Context: an optimization exercise on an open-source flow, tuned for small area. The choices shown serve that exercise and are no tape-out recipe. RTL that was checked went through simulation tests only; none was proved equivalent to the original.

==> run C: inputs <==
==> flow/design.v (excerpt) <==
module noc_router (
    input  wire         clk,
    input  wire         rst,              
    input  wire [7:0]   cfg_mesh_size,    
    input  wire [13:0]  cfg_cur_addr,     
    input  wire [3:0]   cfg_conn,         
    input  wire [7:0]   cfg_route,        
    input  wire [4:0]   in_valid,         
    input  wire [159:0] in_flit,          
    input  wire [3:0]   credit_in,        
    input  wire         end_req,          
    output reg  [4:0]   out_valid,        
    output reg  [31:0]  out_flit,         
    output reg  [4:0]   credit_out,       
    output reg  [15:0]  overflow_count,   
    output reg          halted
);
    localparam [2:0] DIR_L = 3'd4, IDLE = 3'd7;
    function [6:0] mod_m;
        input [13:0] a;
        input [7:0]  m;
        reg   [7:0]  p, d;
        reg   [6:0]  r;
        reg          b;
        integer      k, j;
        begin
            r = 7'd0;
            for (k = 13; k >= 0; k = k - 1) begin
                p = {r, a[k]};
                b = 1'b0;
                for (j = 0; j < 8; j = j + 1) begin
                    d[j] = p[j] ^ m[j] ^ b;
                    b = (~p[j] & m[j]) | (~(p[j] ^ m[j]) & b);
                end
                r = b ? p[6:0] : d[6:0];
                if (14 - k < 7) r = r & ((7'd1 << (14 - k)) - 7'd1);
            end
            mod_m = r;
        end
    endfunction
  ...
Settings: LEC_CHECK=0, CAP_MARGIN=20, CORE_MARGIN=2, CORE_UTILIZATION=65, GPL_TIMING_DRIVEN=0, PLACE_DENSITY=0.75, SLEW_MARGIN=20; clock period 100.0 ns.
standard.sh (not shown) runs the stock make flow with config.mk's settings and CLKGATE_MAP_FILE= SYNTH_SCRIPT=/design/flow/synth_recipe.tcl, a recipe that flattens the netlist after the stock synthesis.
==> flow/flow/run.sh <==
#!/bin/bash
# Own layout flow: the standard synthesis, then the combinational logic of
# its netlist is mapped again with an area-oriented ABC script (flip-flops
# are kept as they are, same cells and names), then the standard layout.
# Each tool's output goes to a log file of its own in this folder.
set -euo pipefail
HERE=$(pwd)
RES=$HERE/orfs/results/$FLOW_PLATFORM/noc_router/base
LIB=$FLOW_HOME/platforms/$FLOW_PLATFORM/lib/sky130_fd_sc_hd__tt_025C_1v80.lib

bash standard.sh synth > synth_standard.log 2>&1
cp $RES/1_2_yosys.v $HERE/netlist_standard.v

# flip-flop cell types stay black boxes: ABC only sees the logic between them
FFS=$(grep -o 'sky130_fd_sc_hd__[a-z]*df[a-z0-9_]*' $HERE/netlist_standard.v | sort -u | tr '\n' ' ')
DU=$(grep -o 'dont_use [^ ]*' $HERE/orfs/logs/$FLOW_PLATFORM/noc_router/base/1_2_yosys.log | sort -u | sed 's/^/-/' | tr '\n' ' ')
cat > $HERE/reabc.ys <<YS
read_liberty -ignore_miss_func $LIB
read_verilog $HERE/netlist_standard.v
hierarchy -top $FLOW_TOP
blackbox $FFS
flatten
opt_clean -purge
tee -o $HERE/reabc_stat_before.txt stat -liberty $LIB
abc -liberty $LIB $DU -script $HERE/flow/abc_area_deep.script
read_liberty -lib -overwrite $LIB
opt_clean -purge
splitnets
opt_clean -purge
hilomap -singleton -hicell sky130_fd_sc_hd__conb_1 HI -locell sky130_fd_sc_hd__conb_1 LO
insbuf -buf sky130_fd_sc_hd__buf_4 A X
check -assert -mapped
tee -o $HERE/reabc_stat.txt stat -liberty $LIB
write_verilog -noattr -nohex -nodec $HERE/netlist_reabc.v
YS
yosys -s $HERE/reabc.ys > reabc.log 2>&1
cp $HERE/netlist_reabc.v $RES/1_2_yosys.v
touch $RES/1_2_yosys.v

# the standard layout, with smaller port buffers (one buf_1 on every port)
# and a clock tree of smaller buffers without dummy loads
export BUFFER_PORTS_ARGS="-buffer_cell sky130_fd_sc_hd__buf_1"
export CTS_ARGS="-sink_clustering_enable -repair_clock_nets -dont_use_dummy_load -buf_list {sky130_fd_sc_hd__clkbuf_4 sky130_fd_sc_hd__clkbuf_8}"
bash standard.sh > layout.log 2>&1
==> flow/flow/abc_area_deep.script <==
strash
&get -n
&st
&deepsyn -T 60
&dch -f
&nf -a
&put
topo
==> run Y (differences from run C) <==
--- a/flow/design.v
+++ b/flow/design.v
@@ -18,26 +18,32 @@
     localparam [2:0] DIR_L = 3'd4, IDLE = 3'd7;
     function [6:0] mod_m;
         input [13:0] a;
         input [7:0]  m;
         reg   [7:0]  p, d;
         reg   [6:0]  r;
         reg          b;
-        integer      k, j;
+        integer      k, j, w;
         begin
             r = 7'd0;
             for (k = 13; k >= 0; k = k - 1) begin
+                w = (14 - k < 8) ? 14 - k : 8;      
                 p = {r, a[k]};
                 b = 1'b0;
                 for (j = 0; j < 8; j = j + 1) begin
-                    d[j] = p[j] ^ m[j] ^ b;
-                    b = (~p[j] & m[j]) | (~(p[j] ^ m[j]) & b);
+                    if (j < w) begin
+                        d[j] = p[j] ^ m[j] ^ b;
+                        b = (~p[j] & m[j]) | (~p[j] & b) | (m[j] & b);
+                    end else begin
+                        d[j] = 1'b0;
+                        b = b | m[j];
+                    end
                 end
-                r = b ? p[6:0] : d[6:0];
-                if (14 - k < 7) r = r & ((7'd1 << (14 - k)) - 7'd1);
+                for (j = 0; j < 7; j = j + 1)
+                    r[j] = (j < w) ? (b ? p[j] : d[j]) : 1'b0;
             end
             mod_m = r;
         end
     endfunction
     function lt15;
         input [14:0] a;
         input [14:0] b;
==> flow/flow/run.sh (replaced) <==
#!/bin/bash
# Own layout flow: the standard synthesis, then the combinational logic of
# its netlist is mapped again with an area-oriented ABC script (flip-flops
# are kept as they are, same cells and names), then the standard layout.
# Each tool's output goes to a log file of its own in this folder.
set -euo pipefail
HERE=$(pwd)
RES=$HERE/orfs/results/$FLOW_PLATFORM/noc_router/base
LIB=$FLOW_HOME/platforms/$FLOW_PLATFORM/lib/sky130_fd_sc_hd__tt_025C_1v80.lib

bash standard.sh synth > synth_standard.log 2>&1
cp $RES/1_2_yosys.v $HERE/netlist_standard.v

# flip-flop cell types stay black boxes: ABC only sees the logic between them
FFS=$(grep -o 'sky130_fd_sc_hd__[a-z]*df[a-z0-9_]*' $HERE/netlist_standard.v | sort -u | tr '\n' ' ')
DU=$(grep -o 'dont_use [^ ]*' $HERE/orfs/logs/$FLOW_PLATFORM/noc_router/base/1_2_yosys.log | sort -u | sed 's/^/-/' | tr '\n' ' ')

# one area-oriented ABC run per seed of its AIG optimisation; the smallest
# mapped netlist is kept
remap() {
  local S=$1
  sed "s/@SEED@/$S/" $HERE/flow/abc_area_deep.script > $HERE/abc_s$S.script
  cat > $HERE/reabc_s$S.ys <<YS
read_liberty -ignore_miss_func $LIB
read_verilog $HERE/netlist_standard.v
hierarchy -top $FLOW_TOP
blackbox $FFS
flatten
rename -hide w:*.*
opt_clean -purge
abc -liberty $LIB $DU -script $HERE/abc_s$S.script
read_liberty -lib -overwrite $LIB
opt_clean -purge
splitnets
opt_clean -purge
hilomap -singleton -hicell sky130_fd_sc_hd__conb_1 HI -locell sky130_fd_sc_hd__conb_1 LO
insbuf -buf sky130_fd_sc_hd__buf_1 A X
check -assert -mapped
tee -o $HERE/reabc_stat_s$S.txt stat -liberty $LIB
write_verilog -noattr -nohex -nodec $HERE/netlist_reabc_s$S.v
YS
  yosys -s $HERE/reabc_s$S.ys > $HERE/reabc_s$S.log 2>&1 || true
}
SEEDS="0 1 3 4 5 7 8 9"
set -- $SEEDS
while [ $# -gt 0 ]; do
  for k in 1 2 3 4; do
    [ $# -gt 0 ] || break
    remap $1 &
    shift
  done
  wait
done
best=""; bestarea=""
for S in $SEEDS; do
  [ -f $HERE/reabc_stat_s$S.txt ] && [ -f $HERE/netlist_reabc_s$S.v ] || continue
  a=$(grep "Chip area" $HERE/reabc_stat_s$S.txt | awk '{print $NF}')
  echo "seed $S area $a" >> $HERE/reabc_choice.txt
  if [ -z "$best" ] || awk "BEGIN{exit !($a < $bestarea)}"; then best=$S; bestarea=$a; fi
done
echo "chosen seed $best area $bestarea" >> $HERE/reabc_choice.txt
cp $HERE/netlist_reabc_s$best.v $RES/1_2_yosys.v
touch $RES/1_2_yosys.v

# the standard layout, with smaller port buffers (one buf_1 on every port)
# and a clock tree of smaller buffers without dummy loads
export BUFFER_PORTS_ARGS="-buffer_cell sky130_fd_sc_hd__buf_1"
export CTS_ARGS="-sink_clustering_enable -repair_clock_nets -dont_use_dummy_load -buf_list {sky130_fd_sc_hd__clkbuf_8} -sink_clustering_size 16 -sink_clustering_max_diameter 60"
export RECOVER_POWER=100
bash standard.sh > layout.log 2>&1
==> flow/flow/abc_area_deep.script (replaced) <==
strash
&get -n
&st
&deepsyn -T 20 -S @SEED@
&dch -f
&nf -R 1000 -p -F 16 -A 16 -C 32
&put
topo
==> run Z (differences from run C) <==
--- a/flow/design.v
+++ b/flow/design.v
@@ -18,26 +18,32 @@
     localparam [2:0] DIR_L = 3'd4, IDLE = 3'd7;
     function [6:0] mod_m;
         input [13:0] a;
         input [7:0]  m;
         reg   [7:0]  p, d;
         reg   [6:0]  r;
         reg          b;
-        integer      k, j;
+        integer      k, j, w;
         begin
             r = 7'd0;
             for (k = 13; k >= 0; k = k - 1) begin
+                w = (14 - k < 8) ? 14 - k : 8;      
                 p = {r, a[k]};
                 b = 1'b0;
                 for (j = 0; j < 8; j = j + 1) begin
-                    d[j] = p[j] ^ m[j] ^ b;
-                    b = (~p[j] & m[j]) | (~(p[j] ^ m[j]) & b);
+                    if (j < w) begin
+                        d[j] = p[j] ^ m[j] ^ b;
+                        b = (~p[j] & m[j]) | (~p[j] & b) | (m[j] & b);
+                    end else begin
+                        d[j] = 1'b0;
+                        b = b | m[j];
+                    end
                 end
-                r = b ? p[6:0] : d[6:0];
-                if (14 - k < 7) r = r & ((7'd1 << (14 - k)) - 7'd1);
+                for (j = 0; j < 7; j = j + 1)
+                    r[j] = (j < w) ? (b ? p[j] : d[j]) : 1'b0;
             end
             mod_m = r;
         end
     endfunction
     function lt15;
         input [14:0] a;
         input [14:0] b;
==> flow/flow/run.sh (replaced) <==
#!/bin/bash
# Own layout flow: the standard synthesis, then the combinational logic of
# its netlist is mapped again with an area-oriented ABC script (flip-flops
# are kept as they are, same cells and names), then the standard layout.
# Each tool's output goes to a log file of its own in this folder.
set -euo pipefail
HERE=$(pwd)
RES=$HERE/orfs/results/$FLOW_PLATFORM/noc_router/base
LIB=$FLOW_HOME/platforms/$FLOW_PLATFORM/lib/sky130_fd_sc_hd__tt_025C_1v80.lib

bash standard.sh synth > synth_standard.log 2>&1
cp $RES/1_2_yosys.v $HERE/netlist_standard.v

# flip-flop cell types stay black boxes: ABC only sees the logic between them
FFS=$(grep -o 'sky130_fd_sc_hd__[a-z]*df[a-z0-9_]*' $HERE/netlist_standard.v | sort -u | tr '\n' ' ')
DU=$(grep -o 'dont_use [^ ]*' $HERE/orfs/logs/$FLOW_PLATFORM/noc_router/base/1_2_yosys.log | sort -u | sed 's/^/-/' | tr '\n' ' ')

# one area-oriented ABC run per seed of its AIG optimisation; the smallest
# mapped netlist is kept
remap() {
  local S=$1
  sed "s/@SEED@/$S/" $HERE/flow/abc_area_deep.script > $HERE/abc_s$S.script
  cat > $HERE/reabc_s$S.ys <<YS
read_liberty -ignore_miss_func $LIB
read_verilog $HERE/netlist_standard.v
hierarchy -top $FLOW_TOP
blackbox $FFS
flatten
opt_clean -purge
abc -liberty $LIB $DU -script $HERE/abc_s$S.script
read_liberty -lib -overwrite $LIB
opt_clean -purge
splitnets
opt_clean -purge
hilomap -singleton -hicell sky130_fd_sc_hd__conb_1 HI -locell sky130_fd_sc_hd__conb_1 LO
insbuf -buf sky130_fd_sc_hd__buf_4 A X
check -assert -mapped
tee -o $HERE/reabc_stat_s$S.txt stat -liberty $LIB
write_verilog -noattr -nohex -nodec $HERE/netlist_reabc_s$S.v
YS
  yosys -s $HERE/reabc_s$S.ys > $HERE/reabc_s$S.log 2>&1 || true
}
SEEDS="0 1 3 4 5 7 8 9"
set -- $SEEDS
while [ $# -gt 0 ]; do
  for k in 1 2 3 4; do
    [ $# -gt 0 ] || break
    remap $1 &
    shift
  done
  wait
done
best=""; bestarea=""
for S in $SEEDS; do
  [ -f $HERE/reabc_stat_s$S.txt ] && [ -f $HERE/netlist_reabc_s$S.v ] || continue
  a=$(grep "Chip area" $HERE/reabc_stat_s$S.txt | awk '{print $NF}')
  echo "seed $S area $a" >> $HERE/reabc_choice.txt
  if [ -z "$best" ] || awk "BEGIN{exit !($a < $bestarea)}"; then best=$S; bestarea=$a; fi
done
echo "chosen seed $best area $bestarea" >> $HERE/reabc_choice.txt
cp $HERE/netlist_reabc_s$best.v $RES/1_2_yosys.v
touch $RES/1_2_yosys.v

# the standard layout, with smaller port buffers (one buf_1 on every port)
# and a clock tree of smaller buffers without dummy loads
export BUFFER_PORTS_ARGS="-buffer_cell sky130_fd_sc_hd__buf_1"
export CTS_ARGS="-sink_clustering_enable -repair_clock_nets -dont_use_dummy_load -buf_list {sky130_fd_sc_hd__clkbuf_8} -sink_clustering_size 16 -sink_clustering_max_diameter 60"
bash standard.sh > layout.log 2>&1
==> flow/flow/abc_area_deep.script (replaced) <==
strash
&get -n
&st
&deepsyn -T 20 -S @SEED@
&dch -f
&nf -R 1000 -p -F 16 -A 16 -C 32
&put
topo
==> results.py <==
metrics = {
    "status": {
        "so_faults": "capacitance limit, slew limit",
        "outcome": "complete, but fails checks",
    },
    "finish": {
        "final_area_um2": 38710,
        "final_cells": 4908,
    },
    "place": {
        "pre_cts_ws_ns": 20.84,
        "placedCellCount": 4850,
    },
    "die": {
        "die-area_um2": 56520,
    },
    "drt": {
        "drt_iter0_markers": 3278,
        "wl_met2_mm": 50.92,
    },
    "worst_setup_path": {
        "critPathLaunch": "cfg_mesh_size[6]",
        "crit_slowest_cell": "nor2_1",
    },
    "flow_run": {
        "max-cap-violations": 13,
    },
    "global_routing": {
        "gr-usage-met1_pct": 48.42,
        "met3_usage_pct": 6.817,
    },
    "timing": {
        "maxSlewViolCount": 231,
    },
    "yosys": {
        "synth_cells": 3834,
    },
}
[end of results for run Y]
==> results.py <==
metrics = {
    "status": {
        "outcome": "finished clean",
    },
    "die": {
        "die-area_um2": 63430,
    },
    "global_routing": {
        "met3_usage_pct": 8.191,
    },
    "worst_setup_path": {
        "crit_slowest_cell": "o311ai_1",
        "critPathLaunch": "cfg_mesh_size[0]",
    },
    "finish": {
        "final_cells": 5528,
    },
    "drt": {
        "drt_iter0_markers": 4282,
        "wl_met2_mm": 61.03,
    },
    "place": {
        "placedCellCount": 5429,
    },
}
[end of results for run C]
==> results.py <==
metrics = {
    "place": {
        "gpl.final_weighted_congestion": 0.9950,
        "pre_cts_ws_ns": 22.70,
    },
    "flow_run": {
        "max-cap-violations": 0,
    },
    "finish": {
        "final_cells": 4994,
    },
    "worst_setup_path": {
        "critPathLaunch": "cfg_mesh_size[6]",
        "crit_slowest_cell": "nor2_2",
    },
    "yosys": {
        "synth_cells": 3868,
    },
    "status": {
        "outcome": "finished clean",
    },
    "drt": {
        "drt_iter0_markers": 3769,
    },
    "global_routing": {
        "gr-usage-met1_pct": 47.90,
    },
    "die": {
        "die-area_um2": 56830,
    },
    "timing": {
        "maxSlewViolCount": 0,
    },
}
[end of results for run Z]
The RTL of run C was laid out without a check of its function.

re-timing with driven ports:
How much do the figures lean on ideal ports? The routed layouts below were timed once more, with nothing changed but the port constraints. Step 1 (the two cells are an assumption about what drives the block):
set clk [get_ports {clk}]
set_driving_cell -lib_cell sky130_fd_sc_hd__clkbuf_16 $clk
set_driving_cell -lib_cell sky130_fd_sc_hd__buf_2 [delete_from_list [all_inputs] $clk]
Step 2 times the ports against the registers' clock, not the clock port: input delays grow and output delays shrink by t, the midpoint of the rising clock arrivals with the driver on. Slacks: ideal ports / drivers / drivers and shift; pairs: ideal ports / drivers.
run | shift t [ns] | setup WS [ns] | worst hold slack (ns) | worst setup path at the end
run C | 0.716 | 22.874 / 22.851 / 22.851 | 0.504 / 0.504 / 0.504 | input to output
run Y | 0.655 | 19.078 / 19.059 / 19.059 | 0.483 / 0.483 / 0.483 | input to output
run Z | 0.681 | 21.694 / 21.672 / 21.672 | 0.504 / 0.504 / 0.504 | input to output
For run C, which loses most, drivers alone change the setup slack by -0.023 ns; drivers and shift together by -0.023 ns.
